From an optimization exercise on the open Yosys and OpenROAD flow, aimed at small area; shortcuts taken in it are not production practice.
RTL that was checked went through simulation tests only; none was proved equivalent to the original.
Only the layout flow was run in runs 3 and 4; the RTL was not checked for function there.
Power is estimated from default activity; no workload was simulated.

==> flow/design.v <==
module ads126x_crc8_step (
    input  wire [7:0] crc_in,
    input  wire [7:0] data,
    output reg  [7:0] crc_out
);
    integer k;
    reg [7:0] c;
    reg [7:0] d;
    always @* begin
        c = crc_in;
        d = data;
        for (k = 0; k < 8; k = k + 1) begin
            if (c[7] ^ d[0])
                c = {c[6:0], 1'b0} ^ 8'h07;
            else
                c = {c[6:0], 1'b0};
            d = {1'b0, d[7:1]};
        end
        crc_out = c;
    end
endmodule
module ads126x_integrity (
    input  wire       crc,
    input  wire [7:0] acc,
    input  wire [7:0] data,
    output wire [7:0] next
);
    wire [7:0] crc_next;
    ads126x_crc8_step u_step (.crc_in(acc), .data(data), .crc_out(crc_next));
    assign next = crc ? crc_next : (acc + data);
endmodule
module ads126x_frame_engine (
    input  wire         clk,
    input  wire         rst,
    input  wire         req_valid,
    output wire         req_ready,
    input  wire [4:0]   req_kind,
    input  wire [7:0]   req_addr,
    input  wire [7:0]   req_count,
    input  wire [7:0]   req_wdata,
    input  wire [1:0]   req_mode,
    input  wire [31:0]  req_code,
    input  wire         din_valid,
    output wire         din_ready,
    input  wire [7:0]   din_data,
    output wire         rsp_valid,
    output wire [1:0]   rsp_outcome,
    output wire [2:0]   rsp_err,
    output wire [2:0]   rsp_reason,
    output wire [215:0] rsp_payload,
    output wire [7:0]   rsp_status,
    output wire         rsp_alarm,
    output wire [1:0]   cs_state,
    output wire         refused,
    output wire         bus_valid,
    output reg  [1:0]   bus_op,
    output reg  [7:0]   bus_tx,
    output wire         bus_last,
    input  wire         bus_ready,
    input  wire         bus_fail,
    input  wire [7:0]   bus_rx,
    input  wire         bus_len_bad
);
    localparam [4:0] K_CKSUM = 5'd0,  K_CRC8 = 5'd1,  K_CHECK = 5'd2,
                     K_RESET = 5'd4, K_START1 = 5'd5,
                     K_STOP1 = 5'd6,  K_START2 = 5'd7, K_STOP2 = 5'd8,
                     K_SELFOCAL1 = 5'd9,  K_SELFGCAL1 = 5'd10, K_SYSOCAL1 = 5'd11,
                     K_SELFOCAL2 = 5'd12, K_SELFGCAL2 = 5'd13, K_SYSOCAL2 = 5'd14,
                     K_RREG = 5'd15,  K_RREGN = 5'd16, K_WREG = 5'd17,
                     K_RDOFCAL1 = 5'd18, K_RDFSCAL1 = 5'd19,
                     K_RDOFCAL2 = 5'd20, K_RDFSCAL2 = 5'd21,
                     K_RDATA1 = 5'd22, K_RDATA2 = 5'd23, K_RDDIRECT = 5'd24;
    localparam [2:0] E_TRANSPORT = 3'd1, E_IO = 3'd2,
                     E_INTEGRITY = 3'd3, E_DECODE = 3'd4;
    localparam [2:0] W_NONE = 3'd0, W_ADDR = 3'd2, W_COUNT = 3'd3,
                     W_IFACE = 3'd4, W_ARG = 3'd5, W_CFG = 3'd6, W_KIND = 3'd7;
    localparam [3:0] S_IDLE = 4'd0,  S_CLR = 4'd1,  S_CHK = 4'd2,  S_CHKWR = 4'd3,
                     S_ENG = 4'd4,   S_WR0 = 4'd5,  S_ASSERT = 4'd6, S_XFER = 4'd7,
                     S_WRB = 4'd8,   S_DEASSERT = 4'd9, S_FILL = 4'd10, S_RESP = 4'd11,
                     S_RNOW = 4'd12, S_ERR1 = 4'd13, S_ERR2 = 4'd14;
    reg [3:0]   st;
    reg [4:0]   ph;              
    reg [223:0] ring;            
    reg         cfg_valid, cfg_sen;
    reg [1:0]   cfg_integ;
    reg [1:0]   cs_q;
    reg         refused_q;
    reg [4:0]   kind_q;
    reg [4:0]   a_q;             
    reg [7:0]   b_q;             
    reg [4:0]   cnt;             
    reg [7:0]   rxh;             
    reg [7:0]   acc;             
    reg         em;              
    reg         lenbad_q;
    reg         rk;              
    reg [2:0]   rc;              
    wire k_rreg  = (kind_q == K_RREG);
    wire k_rregn = (kind_q == K_RREGN);
    wire k_wreg  = (kind_q == K_WREG);
    wire k_cal   = (kind_q >= K_RDOFCAL1) && (kind_q <= K_RDFSCAL2);
    wire k_cal1  = (kind_q == K_RDOFCAL1) || (kind_q == K_RDFSCAL1);
    wire k_ofcal = (kind_q == K_RDOFCAL1) || (kind_q == K_RDOFCAL2);
    wire k_conv  = (kind_q >= K_RDATA1);
    wire k_read  = k_rreg || k_rregn || k_cal;
    wire c_p     = (kind_q != K_RDDIRECT);
    wire c_i     = (cfg_integ != 2'b00);
    wire [8:0] rregn_end = {1'b0, req_addr} + {1'b0, req_count} - 9'd1;
    wire       is_conv   = (req_kind == K_RDATA1) || (req_kind == K_RDATA2) ||
                           (req_kind == K_RDDIRECT);
    reg  [2:0] why;
    always @* begin
        why = W_NONE;
        if (req_kind > K_RDDIRECT)
            why = W_KIND;
        else if (((req_kind == K_RREG) || (req_kind == K_RREGN) || (req_kind == K_WREG)) &&
                 (req_addr > 8'h1A))
            why = W_ADDR;
        else if ((req_kind == K_RREGN) && ((req_count == 8'd0) || (rregn_end > 9'h01A)))
            why = W_COUNT;
        else if ((req_kind == K_WREG) && (req_addr == 8'h02) && (req_wdata[1:0] == 2'b11))
            why = W_IFACE;
        else if ((req_kind == K_CHECK) && (req_mode != 2'b01) && (req_mode != 2'b10))
            why = W_ARG;
        else if (is_conv && !cfg_valid)
            why = W_CFG;
    end
    wire ok_check = (req_kind == K_CHECK) && (why == W_NONE);
    assign req_ready = ((st == S_IDLE) && !ok_check) ||
                       ((st == S_CHKWR) && (ph == 5'd0));
    assign bus_valid = (st == S_ASSERT) || (st == S_XFER) || (st == S_DEASSERT);
    always @* begin
        case (st)
            S_XFER:     bus_op = 2'd1;
            S_DEASSERT: bus_op = 2'd2;
            default:    bus_op = 2'd0;
        endcase
    end
    reg [7:0] b0;
    always @* begin
        case (kind_q)
            K_RESET:     b0 = 8'h06;
            K_START1:    b0 = 8'h08;
            K_STOP1:     b0 = 8'h0A;
            K_START2:    b0 = 8'h0C;
            K_STOP2:     b0 = 8'h0E;
            K_SELFOCAL1: b0 = 8'h16;
            K_SELFGCAL1: b0 = 8'h17;
            K_SYSOCAL1:  b0 = 8'h19;
            K_SELFOCAL2: b0 = 8'h1B;
            K_SELFGCAL2: b0 = 8'h1C;
            K_SYSOCAL2:  b0 = 8'h1E;
            K_RREG, K_RREGN: b0 = {3'b001, a_q};
            K_WREG:      b0 = {3'b010, a_q};
            K_RDOFCAL1:  b0 = 8'h27;
            K_RDFSCAL1:  b0 = 8'h2A;
            K_RDOFCAL2:  b0 = 8'h37;
            K_RDFSCAL2:  b0 = 8'h39;
            K_RDATA1:    b0 = 8'h12;
            K_RDATA2:    b0 = 8'h14;
            default:     b0 = 8'h00;
        endcase
    end
    always @* begin
        bus_tx = 8'h00;
        if (k_conv) begin
            if (c_p && (cnt == {4'b1111, ~cfg_sen}))
                bus_tx = b0;
        end else if (cnt == 5'd30)
            bus_tx = b0;
        else if (cnt == 5'd31)
            bus_tx = k_rregn ? b_q : k_cal1 ? 8'h02 : k_cal ? 8'h01 : 8'h00;
        else if (cnt == 5'd0)
            bus_tx = k_wreg ? b_q : 8'h00;
    end
    reg [4:0] last_pos;
    always @* begin
        if (k_conv)       last_pos = c_i ? 5'd4 : 5'd3;
        else if (k_rregn) last_pos = b_q[4:0];
        else if (k_cal1)  last_pos = 5'd2;
        else if (k_cal)   last_pos = 5'd1;
        else if (k_rreg || k_wreg) last_pos = 5'd0;
        else              last_pos = 5'd30;
    end
    wire is_last = (cnt == last_pos);
    assign bus_last = is_last;
    reg [4:0] tgt;
    reg       need;
    always @* begin
        if (k_conv) begin
            tgt  = (cnt == 5'd31) ? 5'd27 : {3'b000, ~cnt[1:0]};
            need = ((cnt == 5'd31) && cfg_sen) || (cnt[4:2] == 3'b000);
        end else begin
            tgt  = cnt;
            need = k_read && (cnt[4:1] != 4'b1111);
        end
    end
    reg [7:0] eng_d;
    always @* begin
        case (st)
            S_CHK: case (cnt[1:0])
                2'd0: eng_d = req_code[31:24];
                2'd1: eng_d = req_code[23:16];
                2'd2: eng_d = req_code[15:8];
                default: eng_d = req_code[7:0];
            endcase
            S_ENG:   eng_d = din_data;
            default: eng_d = rxh;
        endcase
    end
    wire [7:0] eng_next;
    ads126x_integrity u_eng (.crc(em), .acc(acc), .data(eng_d), .next(eng_next));
    wire check_match = (acc == req_wdata);
    wire conv_bad    = c_i && (acc != rxh);
    assign din_ready = (st == S_ENG) && (b_q != 8'd0);
    reg       wr;
    reg [7:0] ins;
    always @* begin
        wr  = 1'b0;
        ins = rxh;
        case (st)
            S_CHKWR: begin wr = (ph == 5'd0) && req_valid; ins = {7'd0, check_match}; end
            S_WR0:   begin wr = (ph == 5'd0); ins = acc; end
            S_WRB:   wr = need && (ph == tgt);
            S_FILL:  begin wr = (ph == cnt); ins = {8{rxh[7]}}; end
            default: ;
        endcase
    end
    wire keep = !((st == S_CLR) || (st == S_ERR1) || (st == S_ERR2) ||
                  ((st == S_RESP) && (ph == 5'd0)));
    always @(posedge clk)
        ring <= {wr ? ins : (keep ? ring[7:0] : 8'h00), ring[223:8]};
    assign rsp_payload = ring[215:0];
    assign rsp_status  = ring[223:216];
    assign rsp_alarm   = |(ring[220:217]);
    assign rsp_valid   = ((st == S_RESP) && (ph == 5'd0)) || (st == S_RNOW);
    assign rsp_outcome = rk ? 2'd2 : {1'b0, rc != 3'd0};
    assign rsp_err     = rk ? 3'd0 : rc;
    assign rsp_reason  = rk ? rc : 3'd0;
    assign cs_state    = cs_q;
    assign refused     = refused_q;
    always @(posedge clk) begin
        if (rst) begin
            st        <= S_CLR;
            ph        <= 5'd0;
            cfg_valid <= 1'b0;
            cs_q      <= 2'd2;
            refused_q <= 1'b0;
        end else begin
            ph <= (ph == 5'd27) ? 5'd0 : ph + 5'd1;
            case (st)
            S_IDLE: begin
                kind_q <= req_kind;
                a_q    <= req_addr[4:0];
                b_q    <= (req_kind == K_WREG) ? req_wdata : req_count;
                cnt    <= 5'd0;
                rk     <= 1'b0;
                rc     <= 3'd0;
                em     <= (req_kind == K_CKSUM) ? 1'b0 :
                          (req_kind == K_CRC8)  ? 1'b1 :
                          (req_kind == K_CHECK) ? req_mode[1] : cfg_integ[1];
                acc    <= ((req_kind == K_CRC8) ||
                           ((req_kind == K_CHECK) && req_mode[1]) ||
                           ((req_kind != K_CKSUM) && (req_kind != K_CHECK) && cfg_integ[1]))
                          ? 8'h00 : 8'h9B;
                if (req_valid) begin
                    if (why != W_NONE) begin
                        refused_q <= 1'b1;
                        rk        <= 1'b1;
                        rc        <= why;
                        st        <= S_RNOW;
                    end else if (req_kind == K_CHECK)
                        st <= S_CHK;
                    else if ((req_kind == K_CKSUM) || (req_kind == K_CRC8))
                        st <= S_ENG;
                    else
                        st <= S_ASSERT;
                end
            end
            S_CHK: begin
                if (!req_valid)
                    st <= S_IDLE;
                else begin
                    acc <= eng_next;
                    cnt <= cnt + 5'd1;
                    if (cnt[1:0] == 2'd3)
                        st <= S_CHKWR;
                end
            end
            S_CHKWR: begin
                if (!req_valid)
                    st <= S_IDLE;
                else if (ph == 5'd0)
                    st <= S_RESP;
            end
            S_ENG: begin
                if (b_q == 8'd0)
                    st <= S_WR0;
                else if (din_valid) begin
                    acc <= eng_next;
                    b_q <= b_q - 8'd1;
                end
            end
            S_WR0: if (ph == 5'd0) st <= S_RESP;
            S_ASSERT: if (bus_ready) begin
                if (bus_fail) begin
                    cs_q <= 2'd2;
                    rc   <= E_IO;
                    st   <= S_RNOW;
                end else begin
                    cs_q <= 2'd1;
                    cnt  <= !k_conv ? 5'd30 :
                            (c_p && cfg_sen) ? 5'd30 :
                            (c_p || cfg_sen) ? 5'd31 : 5'd0;
                    if (k_rregn)
                        b_q <= b_q - 8'd1;
                    st   <= S_XFER;
                end
            end
            S_XFER: if (bus_ready) begin
                if (bus_fail) begin
                    cs_q <= 2'd2;
                    rc   <= E_TRANSPORT;
                    if (k_wreg && (a_q == 5'd2))
                        cfg_valid <= 1'b0;
                    st   <= S_ERR1;
                end else begin
                    rxh      <= bus_rx;
                    lenbad_q <= bus_len_bad;
                    st       <= S_WRB;
                end
            end
            S_WRB: begin
                if (!need || (ph == tgt)) begin
                    if (need && k_conv && (cnt[4:2] == 3'b000))
                        acc <= eng_next;
                    cnt <= cnt + 5'd1;
                    st  <= is_last ? S_DEASSERT : S_XFER;
                end
            end
            S_DEASSERT: if (bus_ready) begin
                if (bus_fail) begin
                    cs_q <= 2'd2;
                    rc   <= E_IO;
                    if (k_wreg && (a_q == 5'd2))
                        cfg_valid <= 1'b0;
                    st   <= S_ERR1;
                end else begin
                    cs_q <= 2'd0;
                    if (k_wreg && (a_q == 5'd2)) begin
                        cfg_valid <= 1'b1;
                        cfg_sen   <= b_q[2];
                        cfg_integ <= b_q[1:0];
                    end
                    if (!k_read && !k_conv)
                        st <= S_RNOW;
                    else if (lenbad_q) begin
                        rc <= E_DECODE;
                        st <= S_ERR1;
                    end else if (k_conv && conv_bad) begin
                        rc <= E_INTEGRITY;
                        st <= S_ERR1;
                    end else if (k_ofcal)
                        st <= S_FILL;
                    else
                        st <= S_RESP;
                end
            end
            S_FILL: if (ph == cnt) begin
                cnt <= cnt + 5'd1;
                if (cnt == 5'd3)
                    st <= S_RESP;
            end
            S_RESP: if (ph == 5'd0) st <= S_CLR;
            S_CLR:  if (ph == 5'd27) st <= S_IDLE;
            S_ERR1: if (ph == 5'd27) st <= S_ERR2;
            S_ERR2: if (ph == 5'd27) st <= S_RNOW;
            S_RNOW: st <= S_IDLE;
            default: st <= S_CLR;
            endcase
        end
    end
endmodule
==> flow/flow/run.sh <==
#!/bin/bash
export BUFFER_PORTS_ARGS="-buffer_cell sky130_fd_sc_hd__buf_1"
bash standard.sh > standard_flow.log 2>&1
==> flow/standard.sh <==
#!/bin/bash
# synth_recipe.tcl (not shown) runs the flow's synth.tcl, then flattens the netlist and writes it again
# the make line also repeats each setting of config.mk as NAME=value (left out here)
make -C /OpenROAD-flow-scripts/flow DESIGN_CONFIG=/design/flow/config.mk WORK_HOME=/design/flow/orfs CLKGATE_MAP_FILE= SYNTH_SCRIPT=/design/flow/synth_recipe.tcl "${@:-finish}"
==> flow/config.mk <==
export PLATFORM = sky130hd
export DESIGN_NAME = ads126x_frame_engine
export DESIGN_NICKNAME = ads126x_frame_engine
export VERILOG_FILES = /design/flow/design.v
export SDC_FILE = /design/flow/constraint.sdc
export NUM_CORES = 4
export LEC_CHECK = 0
export CAP_MARGIN = 20
export CORE_MARGIN = 2
export CORE_UTILIZATION = 40
export CTS_BUF_LIST = sky130_fd_sc_hd__clkbuf_2 sky130_fd_sc_hd__clkbuf_4 sky130_fd_sc_hd__clkbuf_8
export SLEW_MARGIN = 20
==> flow/constraint.sdc <==
create_clock -name core_clock -period 10.0 [get_ports {clk}]
set_input_delay 2.0000 -clock core_clock [delete_from_list [all_inputs] [get_ports {clk}]]
set_output_delay 2.0000 -clock core_clock [all_outputs]
set_load 0.01 [all_outputs]
==> results.yml, run 1 <==
worst_setup_path:
  cp_cell_sequence: "buf_1 > nor4b_1 > nand2_1 > nor2_1 > a41o_1 > nand2b_1 > o21a_1 > a41o_1 > buf_1"
  rrSetupSlack_ns: 5.74
  worstPathRequired_ns: 8.00
  worstPathMaxFanout: 9
  critPathSlowestCell: "nor4b_1"
  cpPeakStageDelay_ns: 0.45
  arrival_ns: 4.05
  cp-start-kind: "input port"
  path_class: "in2out"
  cp-end-kind: "output pin"
power_and_ir_drop:
  power_density_mw_per_mm2: 218
  p_leak_nw: 5.13
  vdd_drop_max_mv: 0.157
synth:
  netlist.top_cell.by_area: "dfxtp_1"
  synth_area_mm2: 0.0107
  yosysWarnings: 2
  ys_ff_latch: 285
  synth_cell_type_count: 78
  postSynthCellCount: 1006
  synth_edf_count: 48
  synth-async-reset-ratio_pct: 0
  synth_area_leaders: "dfxtp_1 (44%), edfxtp_1 (13%), ha_1 (3.6%), a21oi_1 (3.0%), xnor2_1 (2.7%)"
  synth_nets: 1125
  synthFlopType: "dfxtp_1"
  synth_area_per_cell_um2: 10.7
  synth_top_area_share_pct: 44.3
  ys_seq_area_share_pct: 57.7
sta:
  setup_viol: 0
  final.setup.tns_ns: 0
  finalHoldViolCount: 0
  slew_violations: 0
  rsz0062_at_grt: "no"
  fin_crit_sh_pct: 60.5
  fmax_mhz: 165
  max_slew_margin_pct: 30.7
  tightest_slew_ns: 1.04
  min_period_ns: 6.05
  worst_clock_skew_ns: 0.0164
routing:
  met1Wirelength_mm: 13.9
  wl_per_cell_um: 19.4
  first_iter_violations: 781
  wirelength_mm: 33.3
  drc: 0
  dr.pass1.iters: 5
  postRouteAntennaNets: 0
  wl_met2_mm: 15.8
  vias: 9029
  top_layer: "met4"
  viasPerCell: 5.25
  dr_wl_met3_mm: 2.59
final_layout:
  final_cell_area_mm2: 0.0133
  final_common_cell: "buf_1"
  mostFrequentLayoutCells: "buf_1 (336), dfxtp_1 (237), nor2_1 (68)"
  fillerInstances: 2444
  syn2layout_area_growth_pct: 23.9
  drive_above_1_share_pct: 7.38
  nets: 1469
floorplan:
  rows: 59
  die_y_um: 168
  die_x_um: 168
  start_util_pct: 40.9
  io_pins: 337
  die_area_mm2: 0.0281
  coreArea_mm2: 0.0262
place:
  dp_hpwl_mm: 25.6
  io_buffers: 336
  routabilityCongestion: 0.900
  post_dp_cell_area_mm2: 0.0123
grt:
  gr-usage-all-layers_pct: 22.7
  grt_max_degree: 34
  grt_pass1_vias: 8709
  grt_pass1_wl_mm: 49.7
  antenna_found_initial: 1
  overflow: 0
clock_tree:
  cts_sinks: 285
  ctsHoldBuffers: 0
  cts_htree_levels: 2
  cts_tree: "done"
  clock_path_buffers: 3
  cts_resized: 0
  cts-root-buf: "clkbuf_8"
  clk_transition_reported_paths_ns: 0.07
  post-cts-setup-buffer-count: 0
  clock_latency_ns: 0.56
  numCtsBuffers: 44
status:
  status: "no timing/DRC/antenna violations"
min_path:
  hp-class: "reg2reg"
run:
  maxCapViolCount: 0
==> registers in the layout, summed over array words and instances, names as in the netlist, 2 cells and up <==
signal	cells
ring	224
acc	8
b_q	8
rxh	8
a_q	5
cnt	5
kind_q	5
ph	5
st	4
rc	3
cfg_integ	2
cs_q	2
==> metrics by stage <==
stage / setup slack, ns / util [%] / cells / hold WS, ns / power (mW)
after floorplan: 4.45 / - / 1006 / 0.382 / 1.65
after global placement: 4.06 / 46.8 / 1638 / 0.329 / 1.83
after detailed placement: 4.00 / 46.8 / 1638 / 0.333 / 1.83
after CTS: 3.98 / 50.6 / 1717 / 0.345 / 2.91
after global routing: 3.72 / 50.7 / 1719 / 0.349 / 3.02
final: 3.95 / 50.7 / 1719 / 0.341 / 2.89
==> cells in the mapped netlist, types with 5 or more instances <==
| master | count |
|---|---|
| buf_2 | 7 |
| dfxtp_1 | 237 |
| nand2b_1 | 11 |
| xnor2_1 | 33 |
| nor2_1 | 68 |
| ha_1 | 31 |
| inv_1 | 54 |
| edfxtp_1 | 48 |
| a22oi_1 | 11 |
| nor3_1 | 17 |
| nand4_1 | 8 |
| a21oi_1 | 64 |
| xor2_1 | 32 |
| or4_1 | 6 |
| nand3_1 | 17 |
| and3_1 | 9 |
| mux2i_1 | 12 |
| o22ai_1 | 6 |
| a31oi_1 | 10 |
| nor2b_1 | 15 |
| o21ai_0 | 53 |
| a221oi_1 | 8 |
| o31ai_1 | 7 |
| nor4_1 | 12 |
| clkbuf_1 | 31 |
| nand2_1 | 66 |
| a221o_1 | 7 |
| buf_1 | 5 |
| a21o_1 | 5 |
| and2_1 | 10 |
| a211oi_1 | 10 |
==> worst max-delay path, delay by kind of cell <==
kind / cells / cell delay (ns)
buffers and inverters: 2 / 0.38
AOI/OAI and AO/OA: 3 / 0.48
and+or+nand+nor: 4 / 1.18
==> power by group <==
| part | switching (mW) | internal (mW) |
|---|---|---|
| Combinational | 0.293 | 0.166 |
| Clock | 0.450 | 0.621 |
| Sequential | 0.0819 | 1.27 |
| Total | 0.825 | 2.06 |
==> path summary, 6_finish.rpt <==
kind                     from               end  depth (start not counted)
max               req_kind[4]         req_ready                          9
min          ring[22]$_DFF_P_  ring[14]$_DFF_P_                          0
max reg2reg  cnt[0]$_DFFE_PP_  acc[4]$_DFFE_PP_                          9
min reg2reg  ring[22]$_DFF_P_  ring[14]$_DFF_P_                          0
==> routing by layer <==
| metal | GRT usage, % | vias up |
|---|---|---|
| met4 | 7.45 | 0 |
| li1 | - | 4296 |
| met1 | 29.2 | 4259 |
| met2 | 37.7 | 395 |
| met5 | 0 | - |
| met3 | 5.41 | 79 |
==> final cells by class <==
class                           count  area, um^2  area share, %
Sequential cell                   285        6190           46.6
Multi-Input combinational cell    620        4130           31.1
Timing Repair Buffer              344        1320           9.95
Clock buffer                       70         888           6.69
Tap cell                          335         419           3.16
Inverter                           55         206           1.56
Clock inverter                      9         118          0.886
Antenna cell                        1        2.50         0.0189
==> cell families after synthesis <==
logic type | count (synthesis) | share of synthesized area [%]
flip-flops | 285 | 57.7
XOR/XNOR | 67 | 5.62
AO/OA/AOI/OAI | 241 | 15.0
multiplexers | 13 | 1.23
adder cells (fa/ha/maj) | 33 | 3.99
buffers and inverters | 101 | 3.74
AND/OR/NAND/NOR | 266 | 12.7
==> inputs of run 2 (changes only) <==
==> flow/run.sh (new file) <==
#!/bin/bash
# synth_recipe.tcl (not shown) runs the flow's synth.tcl, then flattens the netlist and writes it again
# the make line also repeats each setting of config.mk as NAME=value (left out here)
make -C /OpenROAD-flow-scripts/flow DESIGN_CONFIG=/design/flow/config.mk WORK_HOME=/design/flow/orfs CLKGATE_MAP_FILE= SYNTH_SCRIPT=/design/flow/synth_recipe.tcl finish
--- a/flow/config.mk
+++ b/flow/config.mk
@@ -10,3 +10,2 @@
 export CORE_UTILIZATION = 40
-export CTS_BUF_LIST = sky130_fd_sc_hd__clkbuf_2 sky130_fd_sc_hd__clkbuf_4 sky130_fd_sc_hd__clkbuf_8
 export SLEW_MARGIN = 20
removed: flow/flow/run.sh
removed: flow/standard.sh
==> run 2 against run 1 <==
  * Cell count decreased by 1.7%
  * Power increased by 4.8%
  * Worst hold slack improved by 0.0054 ns
  * Design area increased by 15%
  * Combinational power increased by 28%
  * Critical path type unchanged
  * Largest power group unchanged
==> results.yml, run 2 <==
synth:
  ys_seq_area_share_pct: 57.7
  ys_top_cells_by_count: "dfxtp_1 (237), nor2_1 (68), nand2_1 (66)"
  synth_edf_count: 48
  synth_nets: 1125
  synth-async-reset-ratio_pct: 0
  synth_area_per_cell_um2: 10.7
  synth_cell_type_count: 78
  synth_area_leaders: "dfxtp_1 (44%), edfxtp_1 (13%), ha_1 (3.6%), a21oi_1 (3.0%), xnor2_1 (2.7%)"
  ys_ff_latch: 285
  synthFlopType: "dfxtp_1"
  netlist.top_cell.by_area: "dfxtp_1"
  synth_top_area_share_pct: 44.3
  yosysWarnings: 2
  postSynthCellCount: 1006
  synth_most_common_cell: "dfxtp_1"
  synth_area_mm2: 0.0107
final_layout:
  final_common_cell: "clkdlybuf4s50_1"
  stdcell_count: 1690
  largest_register_ffs: 224
  top_register: "ring"
  nets: 1453
  drive_above_1_share_pct: 4.87
  mostFrequentLayoutCells: "clkdlybuf4s50_1 (336), dfxtp_1 (237), nor2_1 (67)"
  diodes: 0
  syn2layout_area_growth_pct: 43.1
routing:
  postRouteAntennaNets: 0
  vias: 8872
  first_iter_violations: 788
  viasPerCell: 5.25
  wirelength_mm: 35.7
  drc: 0
  wl_per_cell_um: 21.1
  dr.pass1.iters: 5
worst_setup_path:
  critical_path_buf_inv_count: 2
  critPathSlowestCell: "clkdlybuf4s50_1"
  cpLargestDelayFamily: "simple AND/OR/NAND/NOR gates"
  cp_cell_sequence: "clkdlybuf4s50_1 > nor4b_1 > nand2_1 > nor2_1 > a41o_1 > nand2b_1 > o21a_1 > a41o_1 > clkdlybuf4s50_1"
  path_class: "in2out"
  cp-end-kind: "output pin"
  worstPathMaxFanout: 9
  cpPeakStageDelay_ns: 0.55
  arrival_ns: 4.79
  worstPathRequired_ns: 8.00
  cp-start-kind: "input port"
run:
  maxCapViolCount: 0
sta:
  rsz0062_at_grt: "no"
  setup_viol: 0
  slew_violations: 0
  worst_clock_skew_ns: 0.0143
  fmax_mhz: 147
  max_slew_margin_pct: 41.6
  tightest_slew_ns: 0.875
  final.setup.tns_ns: 0
  setup_ws_ns: 3.21
  finalHoldViolCount: 0
  fin_crit_sh_pct: 67.9
  min_period_ns: 6.79
clock_tree:
  numCtsBuffers: 29
  cts_tree: "done"
  cts_resized: 0
  post-cts-setup-buffer-count: 0
  cts-root-buf: "clkbuf_16"
  ctsHoldBuffers: 0
  clk_transition_reported_paths_ns: 0.06
  cts_sinks: 285
  clock_latency_ns: 0.55
  cts_htree_levels: 1
  clock_path_buffers: 3
place:
  post-place-cells: 1638
  dpl_worst_slack_ns: 3.24
  routabilityCongestion: 0.882
  io_buffers: 336
  dp_hpwl_mm: 27.9
grt:
  grt_pass1_wl_mm: 53.7
  gr-usage-all-layers_pct: 24.9
  antenna_found_initial: 0
  grt_max_degree: 34
  grt_pass1_vias: 8700
  overflow: 0
floorplan:
  die_area_mm2: 0.0281
  coreArea_mm2: 0.0262
  io_pins: 337
  start_util_pct: 40.9
  die_y_um: 168
  die_x_um: 168
  rows: 59
min_path:
  hp-class: "reg2reg"
power_and_ir_drop:
  power_density_mw_per_mm2: 197
  p_leak_nw: 5.85
  vdd_drop_max_mv: 0.169
status:
  status: "no timing/DRC/antenna violations"
==> run 2: report_power, final <==
part           switching, mW  leakage (nW)  internal [mW]
clock network          0.449         0.473          0.626
logic                  0.296          3.03          0.295
registers             0.0850          2.35           1.27
total                  0.830          5.85           2.20
==> run 2: layout make-up <==
class                           count  area, um^2
Fill cell                        2245       10900
Sequential cell                   285        6190
Multi-Input combinational cell    620        4150
Timing Repair Buffer              343        3420
Clock buffer                       38         811
Tap cell                          335         419
Inverter                           55         206
Clock inverter                     14         144
==> run 2: layer usage <==
metal	wire length, um	track usage (%)	share of wire [%]	up-vias
li1	-	-	-	4254
met1	15100	32.7	42	4249
met2	17700	43.6	50	334
met3	2370	4.77	6.6	35
met4	478	3.40	1.3	0
met5	0	0	0	-
==> run 2: worst register-to-register path, cell delays in order (launching register included) <==
cell	delay (ns)
dfxtp_1	0.90
clkinv_1	0.59
a22o_1	0.34
a221o_1	0.39
ha_1	0.23
fa_1	0.41
a21o_1	0.17
a21oi_1	0.21
o21bai_1	0.08
a21oi_1	0.19
xnor2_1	0.14
nor2_1	0.05
a211oi_1	0.23
==> run 2: final timing paths <==
check | end | depth (start not counted) | startpoint | slack, ns
worst max-delay path | req_ready | 9 | req_kind[1] | 3.21
worst min-delay path | ring[86]$_DFF_P_ | 0 | ring[94]$_DFF_P_ | 0.35
worst max register to register | acc[6]$_SDFFCE_PP0P_ | 12 | st[2]$_SDFFE_PP0P_ | 5.88
worst min register to register | ring[86]$_DFF_P_ | 0 | ring[94]$_DFF_P_ | 0.35
==> run 2: logic make-up after synthesis <==
group | after synthesis | synth area share [%]
flops | 285 | 57.7
simple gates | 266 | 12.7
compound gates | 241 | 15.0
buf+inv | 101 | 3.74
xor+xnor | 67 | 5.62
fa+ha+maj | 33 | 3.99
mux | 13 | 1.23
==> run 2: per-stage QoR <==
stage,area (um^2),util (%),total power [mW],hold slack [ns]
3_5_place_dp,14400,54.8,1.97,0.334
4_1_cts,15300,58.4,3.05,0.347
6_report,15300,58.5,3.03,0.347
5_1_grt,15300,58.5,3.16,0.349
2_1_floorplan,10700,-,1.65,0.382
3_3_place_gp,14400,54.8,1.97,0.333
==> inputs of run 3 (changes only) <==
--- a/flow/design.v
+++ b/flow/design.v
@@ -79,3 +79,3 @@
                      S_WRB = 4'd8,   S_DEASSERT = 4'd9, S_FILL = 4'd10, S_RESP = 4'd11,
-                     S_RNOW = 4'd12, S_ERR1 = 4'd13, S_ERR2 = 4'd14;
+                     S_RNOW = 4'd12, S_ERR1 = 4'd13, S_ERR2 = 4'd14, S_RREF = 4'd15;
     reg [3:0]   st;
@@ -93,5 +93,2 @@
     reg [7:0]   acc;             
-    reg         em;              
-    reg         lenbad_q;
-    reg         rk;              
     reg [2:0]   rc;              
@@ -107,3 +104,5 @@
     wire c_i     = (cfg_integ != 2'b00);
-    wire [8:0] rregn_end = {1'b0, req_addr} + {1'b0, req_count} - 9'd1;
+    wire [5:0] rn_sum   = {1'b0, req_addr[4:0]} + {1'b0, req_count[4:0]};
+    wire       addr_bad = (req_addr[7:5] != 3'd0) || (req_addr[4:0] > 5'd26);
+    wire       cnt_bad  = (req_count == 8'd0) || (req_count[7:5] != 3'd0) || (rn_sum > 6'd27);
     wire       is_conv   = (req_kind == K_RDATA1) || (req_kind == K_RDATA2) ||
@@ -116,5 +115,5 @@
         else if (((req_kind == K_RREG) || (req_kind == K_RREGN) || (req_kind == K_WREG)) &&
-                 (req_addr > 8'h1A))
+                 addr_bad)
             why = W_ADDR;
-        else if ((req_kind == K_RREGN) && ((req_count == 8'd0) || (rregn_end > 9'h01A)))
+        else if ((req_kind == K_RREGN) && cnt_bad)
             why = W_COUNT;
@@ -210,2 +209,3 @@
     end
+    wire em = (st == S_CHK) ? req_mode[1] : (st == S_ENG) ? kind_q[0] : cfg_integ[1];
     wire [7:0] eng_next;
@@ -235,3 +235,4 @@
     assign rsp_alarm   = |(ring[220:217]);
-    assign rsp_valid   = ((st == S_RESP) && (ph == 5'd0)) || (st == S_RNOW);
+    wire   rk          = (st == S_RREF);
+    assign rsp_valid   = ((st == S_RESP) && (ph == 5'd0)) || (st == S_RNOW) || rk;
     assign rsp_outcome = rk ? 2'd2 : {1'b0, rc != 3'd0};
@@ -256,7 +257,3 @@
                 cnt    <= 5'd0;
-                rk     <= 1'b0;
                 rc     <= 3'd0;
-                em     <= (req_kind == K_CKSUM) ? 1'b0 :
-                          (req_kind == K_CRC8)  ? 1'b1 :
-                          (req_kind == K_CHECK) ? req_mode[1] : cfg_integ[1];
                 acc    <= ((req_kind == K_CRC8) ||
@@ -268,5 +265,4 @@
                         refused_q <= 1'b1;
-                        rk        <= 1'b1;
                         rc        <= why;
-                        st        <= S_RNOW;
+                        st        <= S_RREF;
                     end else if (req_kind == K_CHECK)
@@ -327,5 +323,6 @@
                 end else begin
-                    rxh      <= bus_rx;
-                    lenbad_q <= bus_len_bad;
-                    st       <= S_WRB;
+                    rxh <= bus_rx;
+                    if (is_last && bus_len_bad && (k_read || k_conv))
+                        rc <= E_DECODE;
+                    st  <= S_WRB;
                 end
@@ -356,6 +353,5 @@
                         st <= S_RNOW;
-                    else if (lenbad_q) begin
-                        rc <= E_DECODE;
+                    else if (rc != 3'd0)
                         st <= S_ERR1;
-                    end else if (k_conv && conv_bad) begin
+                    else if (k_conv && conv_bad) begin
                         rc <= E_INTEGRITY;
@@ -377,3 +373,3 @@
             S_ERR2: if (ph == 5'd27) st <= S_RNOW;
-            S_RNOW: st <= S_IDLE;
+            S_RNOW, S_RREF: st <= S_IDLE;
             default: st <= S_CLR;
==> flow/flow/run.sh (new file) <==
#!/bin/bash
export BUFFER_PORTS_ARGS="-buffer_cell sky130_fd_sc_hd__buf_1"
export CTS_ARGS="-sink_clustering_enable -repair_clock_nets -dont_use_dummy_load -sink_clustering_size 30 -sink_clustering_max_diameter 100 -buf_list {sky130_fd_sc_hd__clkbuf_16}"
bash standard.sh > standard_flow.log 2>&1
==> flow/standard.sh (new file) <==
#!/bin/bash
# synth_recipe.tcl (not shown) runs the flow's synth.tcl, then flattens the netlist and writes it again
# the make line also repeats each setting of config.mk as NAME=value (left out here)
make -C /OpenROAD-flow-scripts/flow DESIGN_CONFIG=/design/flow/config.mk WORK_HOME=/design/flow/orfs CLKGATE_MAP_FILE= SYNTH_SCRIPT=/design/flow/synth_recipe.tcl "${@:-finish}"
--- a/flow/config.mk
+++ b/flow/config.mk
@@ -9,3 +9,3 @@
 export CORE_MARGIN = 2
-export CORE_UTILIZATION = 40
+export CORE_UTILIZATION = 50
 export SLEW_MARGIN = 20
removed: flow/run.sh
==> run 3 against run 2 <==
  * Non-clock buffer count rose by 4
  * Register-to-register slack worse by 0.23 ns
  * Critical path depth is 1 higher
  * Critical endpoint unchanged
  * Power is 2.5% lower
  * Flip-flop and latch count down 3
  * Global-route usage rose by 1.8 points
  * Clock power decreased by 49%
  * Combinational power grew 49%
  * Highest routed layer unchanged
  * Worst hold slack better by 0.0025 ns
  * Via count is 1.8% lower
  * Clock skew up 0.010 ns
  * Fmax up 11%
==> results.yml, run 3 <==
status:
  status: "no timing/DRC/antenna violations"
clock_tree:
  post-cts-setup-buffer-count: 0
  clock_path_buffers: 3
  clock_latency_ns: 0.48
  cts_sinks: 282
  clk_transition_reported_paths_ns: 0.10
  ctsHoldBuffers: 0
  cts_resized: 0
  cts_htree_levels: 1
  numCtsBuffers: 13
  cts_tree: "done"
  cts-root-buf: "clkbuf_16"
synth:
  synth_area_leaders: "dfxtp_1 (45%), edfxtp_1 (13%), xor2_1 (3.0%), ha_1 (2.5%), o21ai_0 (2.3%)"
  synth_area_mm2: 0.0107
  netlist.top_cell.by_area: "dfxtp_1"
  synthFlopType: "dfxtp_1"
  ys_ff_latch: 282
  postSynthCellCount: 996
  synth_cell_type_count: 76
  synth_nets: 1105
  ys_seq_area_share_pct: 57.2
  ys_top_cells_by_count: "dfxtp_1 (237), nand2_1 (64), nor2_1 (63)"
  synth_top_area_share_pct: 44.5
  synth_edf_count: 45
  yosysWarnings: 2
  synth_most_common_cell: "dfxtp_1"
  synth_area_per_cell_um2: 10.7
  synth-async-reset-ratio_pct: 0
sta:
  setup_viol: 0
  slew_violations: 0
  fin_crit_sh_pct: 61.4
  finalHoldViolCount: 0
  tightest_slew_ns: 1.04
  min_period_ns: 6.14
  max_slew_margin_pct: 30.6
  rsz0062_at_grt: "no"
  final.setup.tns_ns: 0
  worst_clock_skew_ns: 0.0245
  fmax_mhz: 163
routing:
  wirelength_mm: 30.9
  drc: 0
  first_iter_violations: 759
  dr.pass1.iters: 5
  vias: 8712
  viasPerCell: 5.53
  wl_per_cell_um: 19.6
  postRouteAntennaNets: 0
power_and_ir_drop:
  p_clk_share_pct: 18.8
  vdd_drop_max_mv: 0.174
  power_density_mw_per_mm2: 237
  p_sw_mw: 1.02
  combinationalPowerShare_pct: 29.9
  p_seq_share_pct: 51.4
  finalPower_mw: 2.95
  swShare_pct: 34.5
  intPower_mw: 1.93
  p_leak_nw: 4.67
worst_setup_path:
  arrival_ns: 4.14
  worstPathMaxFanout: 4
  path_class: "in2out"
  cp-start-kind: "input port"
  worstPathRequired_ns: 8.00
  cp-end-kind: "output pin"
grt:
  gr-usage-all-layers_pct: 26.7
  grt_pass1_wl_mm: 46.3
  grt_max_degree: 45
  antenna_found_initial: 0
  overflow: 0
  grt_pass1_vias: 8213
run:
  maxCapViolCount: 0
final_layout:
  drive_above_1_share_pct: 3.07
  final_cell_area_mm2: 0.0124
  final_core_util_pct: 59.4
  mostFrequentLayoutCells: "buf_1 (336), dfxtp_1 (237), nand2_1 (64)"
  diodes: 0
  largest_register_ffs: 224
  stdcell_count: 1576
  top_register: "ring"
  syn2layout_area_growth_pct: 16.8
  nets: 1412
  fillerInstances: 1924
  final_common_cell: "buf_1"
place:
  post_dp_cell_area_mm2: 0.0121
  post-place-cells: 1563
  dp_hpwl_mm: 24.0
  io_buffers: 336
  routabilityCongestion: 0.890
floorplan:
  start_util_pct: 50.8
  io_pins: 337
  die_area_mm2: 0.0225
  rows: 53
  die_y_um: 150
  coreArea_mm2: 0.0210
  die_x_um: 150
min_path:
  hp-class: "reg2reg"
-- run 3: cell families (layout without fill, tap and decap cells) --
| kind of cell | count (synthesis) | in the layout | share of synthesized area (%) |
|---|---|---|---|
| AO/OA/AOI/OAI | 241 | 241 | 15.8 |
| multiplexers | 19 | 19 | 1.80 |
| adder cells (fa/ha/maj) | 23 | 23 | 2.84 |
| buffers and inverters | 87 | 392 | 3.25 |
| AND/OR/NAND/NOR | 285 | 285 | 14.1 |
| flip-flops | 282 | 282 | 57.2 |
| XOR/XNOR | 59 | 59 | 4.98 |
-- run 3: worst paths after layout --
check | cells past startpoint | to | slack [ns] | from
worst max register to register | 13 | acc[7]$_DFFE_PP_ | 5.65 | cnt[0]$_DFFE_PP_
worst max-delay path | 10 | req_ready | 3.86 | req_addr[0]
worst min register to register | 0 | ring[192]$_DFF_P_ | 0.35 | ring[200]$_DFF_P_
worst min-delay path | 0 | ring[192]$_DFF_P_ | 0.35 | ring[200]$_DFF_P_
-- run 3: metrics by stage --
stage | worst slack, ns | hold WS [ns]
global placement | 3.96 | 0.331
CTS | 3.88 | 0.348
floorplan | 4.30 | 0.382
detailed placement | 3.89 | 0.333
finish | 3.86 | 0.349
global route | 3.72 | 0.352
-- run 3: final cells by class --
cell class                      instances  area [um^2]  share of cell area [%]
Clock buffer                           13          325                    2.62
Multi-Input combinational cell        627         4210                    33.8
Tap cell                              275          344                    2.77
Sequential cell                       282         6100                    49.0
Timing Repair Buffer                  347         1340                    10.8
Inverter                               32          120                   0.966
-- run 3: worst max-delay path, cell delays in order --
cell and delay, ns:
buf_1 0.15, ha_1 0.22, inv_1 0.07, fa_1 0.40, xnor2_1 0.22, a311oi_1 0.15
o31a_1 0.34, o211a_1 0.23, o21ai_0 0.15, buf_1 0.20
-- run 3: per-layer routing --
metal  wire, um  vias up  track usage, %
met2      15200      385            45.4
met1      12500     4086            35.3
li1           -     4202               -
met3       2500       39            4.82
met4        733        0            6.75
met5          0        -               0
-- run 3: power groups by stage --
stage	clock, mW	combinational [mW]	sequential, mW
floorplan	0	0.478	1.60
global placement	0	0.877	1.53
detailed placement	0	0.877	1.54
CTS	0.569	0.880	1.52
global route	0.611	0.967	1.54
finish	0.554	0.882	1.52
==> inputs of run 4 (changes only) <==
==> flow/flow/run.sh (replaced) <==
#!/bin/bash
export BUFFER_PORTS_ARGS="-buffer_cell sky130_fd_sc_hd__buf_1"
export CTS_ARGS="-sink_clustering_enable -repair_clock_nets -dont_use_dummy_load -sink_clustering_size 16 -sink_clustering_max_diameter 80 -buf_list {sky130_fd_sc_hd__clkbuf_8}"
bash standard.sh > standard_flow.log 2>&1
==> run 4 against run 3 <==
  * Worst hold slack got worse by 0.053 ns
  * Design area fell by 0.18%
  * Cell count rose by 0.57%
  * Synthesized cell count did not move
  * Non-clock buffer count did not move
  * Count of clock-buffer cells in the layout rose by 9
  * Still clean on timing, DRC and antenna
  * Register-to-register slack barely moved
  * Wire length rose by 0.87%
  * Fmax rose by 0.25%
  * Die area did not move
==> results.yml, run 4 <==
worst_setup_path:
  reg2reg_depth: 13
  r2r-start: "cnt[0]$_DFFE_PP_"
  worstPathRequired_ns: 8.00
  cp-end-kind: "output pin"
  worstPathMaxFanout: 4
  rrSetupSlack_ns: 5.64
  r2r_end: "acc[7]$_DFFE_PP_"
  cp-start-kind: "input port"
  arrival_ns: 4.13
  path_class: "in2out"
floorplan:
  die_x_um: 150
  rows: 53
  start_util_pct: 50.8
  coreArea_mm2: 0.0210
  die_area_mm2: 0.0225
  die_y_um: 150
  io_pins: 337
min_path:
  holdPathEnd: "ring[27]$_DFF_P_"
  hp-start: "ring[35]$_DFF_P_"
  hold_depth: 0
  hp-class: "reg2reg"
final_layout:
  top_register: "ring"
  mostFrequentLayoutCells: "buf_1 (336), dfxtp_1 (237), nand2_1 (64)"
  syn2layout_area_growth_pct: 16.6
  final_common_cell: "buf_1"
  nets: 1421
  diodes: 0
  drive_above_1_share_pct: 3.74
  stdcell_count: 1585
  largest_register_ffs: 224
run:
  maxCapViolCount: 0
sta:
  setup_ws_ns: 3.87
  finalHoldViolCount: 0
  final.setup.tns_ns: 0
  setup_viol: 0
  min_period_ns: 6.13
  slew_violations: 0
  tightest_slew_ns: 1.07
  rsz0062_at_grt: "no"
  max_slew_margin_pct: 28.1
  fmax_mhz: 163
  worst_clock_skew_ns: 0.0523
  fin_crit_sh_pct: 61.3
grt:
  antenna_found_initial: 0
  grt_pass1_wl_mm: 46.7
  grt_pass1_vias: 8348
  gr-usage-all-layers_pct: 26.9
  grt_max_degree: 45
  overflow: 0
clock_tree:
  cts_tree: "done"
  clk_transition_reported_paths_ns: 0.11
  cts_htree_levels: 1
  cts_sinks: 282
  ctsHoldBuffers: 0
  clock_latency_ns: 0.54
  cts_resized: 0
  cts-root-buf: "clkbuf_8"
  post-cts-setup-buffer-count: 0
  clock_path_buffers: 3
  numCtsBuffers: 22
synth:
  synth-async-reset-ratio_pct: 0
  synth_area_per_cell_um2: 10.7
  synth_most_common_cell: "dfxtp_1"
  synth_top_area_share_pct: 44.5
  synthFlopType: "dfxtp_1"
  synth_area_mm2: 0.0107
  ys_seq_area_share_pct: 57.2
  synth_nets: 1105
  ys_ff_latch: 282
  ys_top_cells_by_count: "dfxtp_1 (237), nand2_1 (64), nor2_1 (63)"
  synth_cell_type_count: 76
  synth_area_leaders: "dfxtp_1 (45%), edfxtp_1 (13%), xor2_1 (3.0%), ha_1 (2.5%), o21ai_0 (2.3%)"
  postSynthCellCount: 996
  synth_edf_count: 45
  netlist.top_cell.by_area: "dfxtp_1"
  yosysWarnings: 2
routing:
  wirelength_mm: 31.1
  wl_per_cell_um: 19.7
  drc: 0
  first_iter_violations: 711
  vias: 8809
  dr.pass1.iters: 5
  viasPerCell: 5.56
  postRouteAntennaNets: 0
power_and_ir_drop:
  p_leak_nw: 4.66
  finalPower_mw: 2.93
  vdd_drop_max_mv: 0.153
  power_density_mw_per_mm2: 236
place:
  routabilityCongestion: 0.890
  post-place-cells: 1563
  io_buffers: 336
  dpl_worst_slack_ns: 3.89
  dp_hpwl_mm: 24.0
status:
  status: "no timing/DRC/antenna violations"
## run 4: cell count changes in the layout (fill, tap and decap cells not counted)
cell and delta:
clkbuf_8 +22, clkbuf_16 -13
## run 4: stage by stage
| stage | hold WS (ns) | instance area [um^2] | utilization (%) |
|---|---|---|---|
| after CTS | 0.304 | 12400 | 59.2 |
| after global placement | 0.331 | 12100 | 57.8 |
| final | 0.297 | 12400 | 59.2 |
| after detailed placement | 0.333 | 12100 | 57.8 |
| after floorplan | 0.382 | 10700 | - |
| after global routing | 0.303 | 12400 | 59.2 |
## run 4: worst max path at each step
stage | from | endpoint | slack (ns) | cells past startpoint
6_report | req_addr[0] | req_ready | 3.87 | 10
5_1_grt | req_addr[0] | req_ready | 3.72 | 11
4_1_cts | req_addr[0] | req_ready | 3.88 | 10
3_5_place_dp | req_addr[0] | req_ready | 3.89 | 10
3_3_place_gp | req_addr[0] | req_ready | 3.96 | 10
2_1_floorplan | req_addr[0] | req_ready | 4.30 | 8
## run 4: kinds of logic (layout without fill, tap and decap cells)
family	Yosys count	after routing	share of synthesized area, %
AOI/OAI and AO/OA	241	241	15.8
DFF	282	282	57.2
buffers and inverters	87	401	3.25
and+or+nand+nor	285	285	14.1
muxes	19	19	1.80
xor gates and xnor gates	59	59	4.98
adders and majority gates	23	23	2.84
## run 4: area by class of cell
cell class	instances	area, um^2
Fill cell	1931	8540
Inverter	32	120
Clock buffer	22	303
Tap cell	275	344
Sequential cell	282	6100
Multi-Input combinational cell	627	4210
Timing Repair Buffer	347	1340
## run 4: worst max-delay path, stage by stage
cell,delay (ns)
buf_1,0.15
ha_1,0.22
inv_1,0.07
fa_1,0.40
xnor2_1,0.22
a311oi_1,0.14
o31a_1,0.33
o211a_1,0.22
o21ai_0,0.15
buf_1,0.21
## run 4: routing by layer
metal  track usage, %  part of all wire [%]  up-vias
met2             45.7                    49      398
met1             35.2                    40     4136
met5                0                     0        -
met4             7.97                   2.8        0
met3             4.91                   7.6       56
li1                 -                     -     4219
## run 4: where the power goes
part	internal (mW)	leakage, nW	switching, mW	total (mW)
Combinational	0.319	2.17	0.564	0.883
Sequential	1.38	2.34	0.136	1.52
Clock	0.198	0.158	0.330	0.528
==> inputs of run 5 (changes only) <==
--- a/flow/design.v
+++ b/flow/design.v
@@ -85,3 +85,3 @@
     reg [1:0]   cfg_integ;
-    reg [1:0]   cs_q;
+    reg         cs_x;            
     reg         refused_q;
@@ -224,3 +224,3 @@
             S_WRB:   wr = need && (ph == tgt);
-            S_FILL:  begin wr = (ph == cnt); ins = {8{rxh[7]}}; end
+            S_FILL:  begin wr = (ph == tgt); ins = {8{rxh[7]}}; end
             default: ;
@@ -240,3 +240,3 @@
     assign rsp_reason  = rk ? rc : 3'd0;
-    assign cs_state    = cs_q;
+    assign cs_state    = {cs_x, 1'b0};
     assign refused     = refused_q;
@@ -247,3 +247,3 @@
             cfg_valid <= 1'b0;
-            cs_q      <= 2'd2;
+            cs_x      <= 1'b1;
             refused_q <= 1'b0;
@@ -302,3 +302,3 @@
                 if (bus_fail) begin
-                    cs_q <= 2'd2;
+                    cs_x <= 1'b1;
                     rc   <= E_IO;
@@ -306,3 +306,2 @@
                 end else begin
-                    cs_q <= 2'd1;
                     cnt  <= !k_conv ? 5'd30 :
@@ -317,3 +316,3 @@
                 if (bus_fail) begin
-                    cs_q <= 2'd2;
+                    cs_x <= 1'b1;
                     rc   <= E_TRANSPORT;
@@ -339,3 +338,3 @@
                 if (bus_fail) begin
-                    cs_q <= 2'd2;
+                    cs_x <= 1'b1;
                     rc   <= E_IO;
@@ -345,3 +344,3 @@
                 end else begin
-                    cs_q <= 2'd0;
+                    cs_x <= 1'b0;
                     if (k_wreg && (a_q == 5'd2)) begin
@@ -364,3 +363,3 @@
             end
-            S_FILL: if (ph == cnt) begin
+            S_FILL: if (ph == tgt) begin
                 cnt <= cnt + 5'd1;
==> run 5 against run 4 <==
  * Global-route usage is 0.38 points lower
  * Register-to-register slack gained 0.21 ns
  * Critical path depth increased by 2
  * Wire length about the same
  * Non-clock buffer count is 5 lower
  * Largest power group unchanged
==> results.yml, run 5 <==
status:
  status: "no timing/DRC/antenna violations"
synth:
  ys_ff_latch: 281
  synth_nets: 1085
  synth_area_per_cell_um2: 10.9
  synth_top_area_share_pct: 44.6
  synthFlopType: "dfxtp_1"
  synth_most_common_cell: "dfxtp_1"
  ys_top_cells_by_count: "dfxtp_1 (236), nand2_1 (66), nor2_1 (62)"
  synth_area_mm2: 0.0106
  synth_edf_count: 45
  postSynthCellCount: 976
  netlist.top_cell.by_area: "dfxtp_1"
  ys_seq_area_share_pct: 57.3
  synth-async-reset-ratio_pct: 0
  synth_cell_type_count: 91
  synth_area_leaders: "dfxtp_1 (45%), edfxtp_1 (13%), xnor2_1 (3.4%), ha_1 (2.5%), a21oi_1 (2.4%)"
  yosysWarnings: 2
sta:
  rsz0062_at_grt: "no"
  fmax_mhz: 157
  worst_clock_skew_ns: 0.0715
  setup_viol: 0
  fin_crit_sh_pct: 63.5
  max_slew_margin_pct: 35.3
  finalHoldViolCount: 0
  tightest_slew_ns: 0.968
  final.setup.tns_ns: 0
  min_period_ns: 6.35
  slew_violations: 0
clock_tree:
  ctsHoldBuffers: 0
  cts_tree: "done"
  clock_path_buffers: 3
  clock_latency_ns: 0.54
  cts_sinks: 281
  numCtsBuffers: 22
  cts_htree_levels: 1
  post-cts-setup-buffer-count: 0
  clk_transition_reported_paths_ns: 0.10
  cts_resized: 0
  cts-root-buf: "clkbuf_8"
min_path:
  hp-class: "reg2reg"
  hold_depth: 0
  holdPathEnd: "ring[179]$_DFF_P_"
  hp-start: "ring[187]$_DFF_P_"
grt:
  grt_pass1_wl_mm: 45.7
  antenna_found_initial: 0
  gr-usage-all-layers_pct: 26.6
  grt_max_degree: 43
  grt_pass1_vias: 7835
  overflow: 0
final_layout:
  nets: 1398
  multi_input_area_mm2: 0.00417
  diodes: 0
  register_area_mm2: 0.00608
  final_common_cell: "buf_1"
  largest_register_ffs: 224
  fillerInstances: 1889
  mostFrequentLayoutCells: "buf_1 (335), dfxtp_1 (236), nand2_1 (66)"
  stdcell_count: 1562
  drive_above_1_share_pct: 4.82
  syn2layout_area_growth_pct: 16.4
  top_register: "ring"
power_and_ir_drop:
  p_leak_nw: 4.51
  vdd_drop_max_mv: 0.199
  power_density_mw_per_mm2: 245
place:
  io_buffers: 335
  post-place-cells: 1540
  dp_hpwl_mm: 24.2
  routabilityCongestion: 0.904
floorplan:
  die_x_um: 150
  start_util_pct: 50.8
  io_pins: 337
  coreArea_mm2: 0.0209
  die_area_mm2: 0.0224
  die_y_um: 150
  rows: 53
routing:
  dr.pass1.iters: 5
  drc: 0
  postRouteAntennaNets: 0
  viasPerCell: 5.49
  vias: 8577
  first_iter_violations: 685
  wl_per_cell_um: 19.9
  wirelength_mm: 31.1
worst_setup_path:
  r2r_end: "ring[220]$_DFF_P_"
  worstPathMaxFanout: 4
  cp-end-kind: "output pin"
  arrival_ns: 4.35
  reg2reg_depth: 10
  rrSetupSlack_ns: 5.85
  cp-start-kind: "input port"
  path_class: "in2out"
  r2r-start: "cnt[0]$_DFFE_PP_"
  worstPathRequired_ns: 8.00
run:
  maxCapViolCount: 0
-- run 5: worst max-delay path by stage --
stage	cells past startpoint	slack, ns	end	start
6_report	12	3.65	req_ready	req_addr[0]
3_3_place_gp	12	3.73	req_ready	req_addr[0]
2_1_floorplan	10	4.21	req_ready	req_addr[0]
5_1_grt	12	3.40	req_ready	req_addr[0]
3_5_place_dp	12	3.69	req_ready	req_addr[0]
4_1_cts	12	3.69	req_ready	req_addr[0]
-- run 5: layout make-up --
type / instances / area share (%)
Inverter: 36 / 1.10
Sequential cell: 281 / 49.2
Tap cell: 275 / 2.79
Clock buffer: 22 / 2.45
Multi-Input combinational cell: 606 / 33.8
Timing Repair Buffer: 342 / 10.6
-- run 5: cell families (layout without fill, tap and decap cells) --
| kind of cell | Yosys count | count (layout) | synth area share, % |
|---|---|---|---|
| flops | 281 | 281 | 57.3 |
| other cells | 1 | 1 | 0.0354 |
| xor+xnor | 69 | 69 | 6.41 |
| compound gates | 232 | 232 | 15.3 |
| buf+inv | 89 | 400 | 3.53 |
| fa+ha+maj | 23 | 23 | 2.86 |
| mux | 12 | 12 | 1.16 |
| simple gates | 269 | 269 | 13.4 |
-- run 5: power breakdown --
group          leakage, nW  total, mW  internal [mW]  switching, mW
clock                0.158      0.531          0.198          0.334
combinational         2.03      0.959          0.342          0.617
sequential            2.33       1.53           1.38          0.148
-- run 5: worst max-delay path, stage by stage --
cell and delay [ns]:
buf_1 0.16, ha_1 0.20, inv_1 0.06, fa_1 0.37, xnor2_1 0.14, nand3_1 0.09, a211oi_1 0.06, o311ai_0 0.63
nand2_1 0.12, o31ai_1 0.23, a21boi_0 0.15, buf_1 0.16
-- run 5: through the flow --
step	power (mW)	area (um^2)	worst slack, ns	hold slack, ns	util, %
floorplan	2.15	10600	4.21	0.382	-
global placement	2.51	12000	3.73	0.332	57.6
detailed placement	2.51	12000	3.69	0.333	57.6
CTS	3.03	12300	3.69	0.348	59.0
global route	3.18	12300	3.40	0.352	59.1
finish	3.02	12300	3.65	0.345	59.1
-- run 5: per-layer routing --
metal  global-route usage (%)  wire length, um
met5                        0                0
met4                     7.10              779
met3                     5.82             2480
met2                     42.4            14600
met1                     36.7            13300
==> inputs of run 6 (changes only) <==
==> flow/flow/run.sh (replaced) <==
#!/bin/bash
# The standard layout (standard.sh) with three changes:
#  - synthesis maps the logic with an area-oriented ABC script (flow/area.abc)
#    instead of ORFS's speed script; everything else in synthesis, and every
#    register, is as in the standard synthesis;
#  - the port buffers use the smallest buffer cell;
#  - the clock tree uses larger sink clusters and no dummy loads.
set -euo pipefail
HERE=$(pwd)
F=$HERE/flow
# ORFS's synth.tcl with only its ABC mapping script replaced
sed 's#log_cmd abc {\*}\$abc_args#log_cmd abc {*}[lreplace $abc_args 1 1 '"$F"'/area.abc]#' \
    "$FLOW_HOME/scripts/synth.tcl" > "$HERE/synth_area.tcl"
grep -q "$F/area.abc" "$HERE/synth_area.tcl"
# The standard flow's synthesis script, sourcing that copy
sed 's#source \$::env(SCRIPTS_DIR)/synth.tcl#source '"$HERE"'/synth_area.tcl#' \
    synth_recipe.tcl > "$HERE/synth_recipe_area.tcl"
grep -q "synth_area.tcl" "$HERE/synth_recipe_area.tcl"
sed 's#SYNTH_SCRIPT=[^ ]*#SYNTH_SCRIPT='"$HERE"'/synth_recipe_area.tcl#' standard.sh > "$HERE/standard_area.sh"
grep -q "synth_recipe_area.tcl" "$HERE/standard_area.sh"
export BUFFER_PORTS_ARGS="-buffer_cell sky130_fd_sc_hd__buf_1"
export CTS_ARGS="-sink_clustering_enable -repair_clock_nets -dont_use_dummy_load -sink_clustering_size 16 -sink_clustering_max_diameter 80 -buf_list {sky130_fd_sc_hd__clkbuf_8}"
bash "$HERE/standard_area.sh" > standard_flow.log 2>&1
==> flow/flow/area.abc (new file) <==
strash
&get -n
&fraig -x
&put
dc2
strash
dch -f
amap
==> run 6 against run 5 <==
  * Critical path type unchanged
  * Area after synthesis is 9.1% lower
  * Combinational power is 25% lower
  * Count of clock-buffer cells in the layout stayed put
  * Critical endpoint unchanged
  * Largest power group unchanged
==> results.yml, run 6 <==
worst_setup_path:
  cpPeakStageDelay_ns: 0.52
  worstPathRequired_ns: 8.00
  cp_cell_sequence: "buf_1 > clkinv_1 > nor4_1 > clkinv_1 > nor2_1 > clkinv_1 > nor4_1 > nor3_1 > a31oi_1 > a21oi_1 > o21ai_0 > buf_1"
  cp_common_cell: "clkinv_1"
  critPathSlowestCell: "nor2_1"
  cpLargestDelayFamily: "simple AND/OR/NAND/NOR gates"
  worstPathMaxFanout: 9
  cp-end-kind: "output pin"
  arrival_ns: 5.16
  critical_path_buf_inv_count: 5
  path_class: "in2out"
  cp-start-kind: "input port"
synth:
  ys_seq_area_share_pct: 63.0
  synth_top_area_share_pct: 49.0
  synth_cell_type_count: 47
  synth_most_common_cell: "dfxtp_1"
  netlist.top_cell.by_area: "dfxtp_1"
  ys_ff_latch: 281
  synth_area_mm2: 0.00964
  synth_nets: 1057
  synth_edf_count: 45
  synth_xor_area_share_pct: 0
  yosysWarnings: 2
  ys_top_cells_by_count: "dfxtp_1 (236), nor2_1 (125), clkinv_1 (117)"
  synth-adder-area-share_pct: 3.14
  synth_area_leaders: "dfxtp_1 (49%), edfxtp_1 (14%), nor2_1 (4.9%), clkinv_1 (4.6%), o21ai_0 (3.7%)"
  synth_area_per_cell_um2: 10.2
  synth_compound_area_share_pct: 16.9
  synthFlopType: "dfxtp_1"
  synth_top_family_by_area: "compound AO/OA/AOI/OAI gates"
  synthSimpleGateAreaFrac_pct: 12.1
  synth-async-reset-ratio_pct: 0
  muxShareOfSynthArea_pct: 0
  postSynthCellCount: 948
grt:
  overflow: 0
  gr-usage-all-layers_pct: 27.0
  grt_max_degree: 17
  grt_pass1_vias: 7864
  antenna_found_initial: 0
  grt_pass1_wl_mm: 42.4
status:
  status: "no timing/DRC/antenna violations"
routing:
  first_iter_violations: 641
  wl_per_cell_um: 18.3
  vias: 8468
  drc: 0
  wirelength_mm: 28.7
  dr.pass1.iters: 5
  viasPerCell: 5.40
  postRouteAntennaNets: 0
clock_tree:
  cts_resized: 0
  clock_path_buffers: 3
  cts_htree_levels: 1
  cts_sinks: 281
  ctsHoldBuffers: 0
  cts_tree: "done"
  clk_transition_reported_paths_ns: 0.09
  post-cts-setup-buffer-count: 0
  clock_latency_ns: 0.54
  numCtsBuffers: 22
  cts-root-buf: "clkbuf_8"
place:
  dp_hpwl_mm: 22.8
  io_buffers: 335
  routabilityCongestion: 1.04
  post-place-cells: 1545
  dpl_worst_slack_ns: 2.98
  post_dp_cell_area_mm2: 0.0112
final_layout:
  final_common_cell: "buf_1"
  nets: 1418
  top_register: "ring"
  final_cell_area_mm2: 0.0116
  mostFrequentLayoutCells: "buf_1 (335), dfxtp_1 (236), nor2_1 (125)"
  largest_register_ffs: 224
  diodes: 0
  drive_above_1_share_pct: 2.22
  syn2layout_area_growth_pct: 19.8
  stdcell_count: 1567
sta:
  tightest_slew_ns: 1.03
  worst_clock_skew_ns: 0.0494
  final.setup.tns_ns: 0
  fmax_mhz: 140
  fin_crit_sh_pct: 71.6
  min_period_ns: 7.16
  rsz0062_at_grt: "no"
  setup_viol: 0
  max_slew_margin_pct: 29.8
  slew_violations: 0
  finalHoldViolCount: 0
  setup_ws_ns: 2.84
  fin_hold_ws_ns: 0.334
power_and_ir_drop:
  p_leak_nw: 4.12
  power_density_mw_per_mm2: 239
  vdd_drop_max_mv: 0.175
floorplan:
  die_x_um: 143
  rows: 50
  coreArea_mm2: 0.0188
  die_y_um: 143
  die_area_mm2: 0.0204
  start_util_pct: 51.2
  io_pins: 337
min_path:
  hp-class: "reg2reg"
run:
  maxCapViolCount: 0
run 6: changes by cell type in the layout (fill, tap and decap cells not counted), moves of 9 or more:
| cell | delta |
|---|---|
| clkinv_1 | +116 |
| nor2_1 | +63 |
| xnor2_1 | -41 |
| inv_1 | -35 |
| o22ai_1 | +25 |
| o21ai_0 | +24 |
| nand3_1 | -23 |
| xor2_1 | -21 |
| nand2b_1 | -13 |
| nor2b_1 | -11 |
| mux2i_1 | -10 |
| o211ai_1 | -10 |
| nor3_1 | +9 |
run 6: final timing paths:
path                                     startpoint                 to  slack (ns)  cells past startpoint
worst max register to register  kind_q[4]$_DFFE_PP_  ring[222]$_DFF_P_        4.88                     14
worst min register to register     ring[28]$_DFF_P_   ring[20]$_DFF_P_        0.33                      0
worst min-delay path               ring[28]$_DFF_P_   ring[20]$_DFF_P_        0.33                      0
worst max-delay path                    req_kind[4]          req_ready        2.84                     12
run 6: metrics by stage:
stage	total power [mW]	utilization [%]
final	2.76	61.3
after global routing	2.91	61.3
after CTS	2.78	61.3
after detailed placement	2.25	59.7
after global placement	2.25	59.7
after floorplan	1.93	-
run 6: worst reg2reg max path: stages, from the launching register on:
cell and delay (ns):
edfxtp_1 0.44, clkinv_1 0.16, nor2_1 0.61, clkinv_1 0.54
nor2_1 0.34, clkinv_1 0.12, o21ai_0 0.13, nor2_1 0.07
a221o_1 0.26, nor4_1 0.37, clkinv_1 0.17, o21ai_0 0.81
clkinv_1 0.49, a2111oi_0 0.43, a21oi_1 0.07
run 6: cells by family (layout without fill, tap and decap cells):
group | after synthesis | in the layout
AO/OA/AOI/OAI | 252 | 252
adder cells (fa/ha/maj) | 23 | 23
buffers and inverters | 120 | 479
flip-flops | 281 | 281
other | 1 | 1
AND/OR/NAND/NOR | 271 | 271
run 6: power breakdown:
| group | internal [mW] | leakage [nW] | switching [mW] | total [mW] |
|---|---|---|---|---|
| sequential | 1.39 | 2.33 | 0.132 | 1.52 |
| clock | 0.198 | 0.158 | 0.328 | 0.526 |
| combinational | 0.228 | 1.63 | 0.491 | 0.718 |
| total | 1.81 | 4.12 | 0.951 | 2.76 |
run 6: per-layer routing:
layer	global-route usage [%]	vias up	wire length, um
met3	6.14	80	2460
li1	-	4087	-
met4	10.7	0	1160
met1	34.7	3870	11900
met2	44.4	431	13200
met5	0	-	0
run 6: area by class of cell:
type	instances	area, um^2
repair buffers	340	1290
well taps	260	325
flip-flops and latches	281	6080
multi-input cells	547	3110
fillers	1694	7280
inverters	117	439
clock buffers	22	303

what the ideal ports hide:
How much do the figures lean on ideal ports? The routed layouts below were timed once more, with nothing changed but the port constraints.
Step 1 sets driving cells, clkbuf_16 on the clock port and buf_2 on the other inputs (assumed; they add their load-dependent delay and slew).
Step 2, shift: input delay + t, output delay - t, t = (earliest + latest rising clock arrival at the registers) / 2. This alone moves slack from input paths to output paths.
Three values: ideal ports, drivers, drivers and shift; two values: the first two.
| run | t, ns | setup slack, ns | hold WS [ns] | worst setup path after step 2 | worst register clock-pin slew, ns |
|---|---|---|---|---|---|
| run 1 | 0.597 | 3.949 / 3.928 / 3.928 | 0.341 / 0.341 / 0.341 | input to output | 0.07 / 0.07 |
| run 2 | 0.593 | 3.208 / 3.187 / 3.187 | 0.347 / 0.347 / 0.347 | input to output | 0.07 / 0.07 |
| run 3 | 0.516 | 3.857 / 3.830 / 3.830 | 0.349 / 0.349 / 0.349 | input to output | 0.11 / 0.11 |
| run 4 | 0.558 | 3.873 / 3.844 / 3.844 | 0.297 / 0.297 / 0.297 | input to output | 0.11 / 0.11 |
| run 5 | 0.545 | 3.646 / 3.619 / 3.619 | 0.345 / 0.345 / 0.345 | input to output | 0.11 / 0.11 |
| run 6 | 0.559 | 2.841 / 2.819 / 2.819 | 0.334 / 0.334 / 0.334 | input to output | 0.11 / 0.11 |
After both steps every run listed still meets setup and hold. For run 4, which loses most, drivers alone change the setup slack by -0.029 ns; drivers and shift together by -0.029 ns.
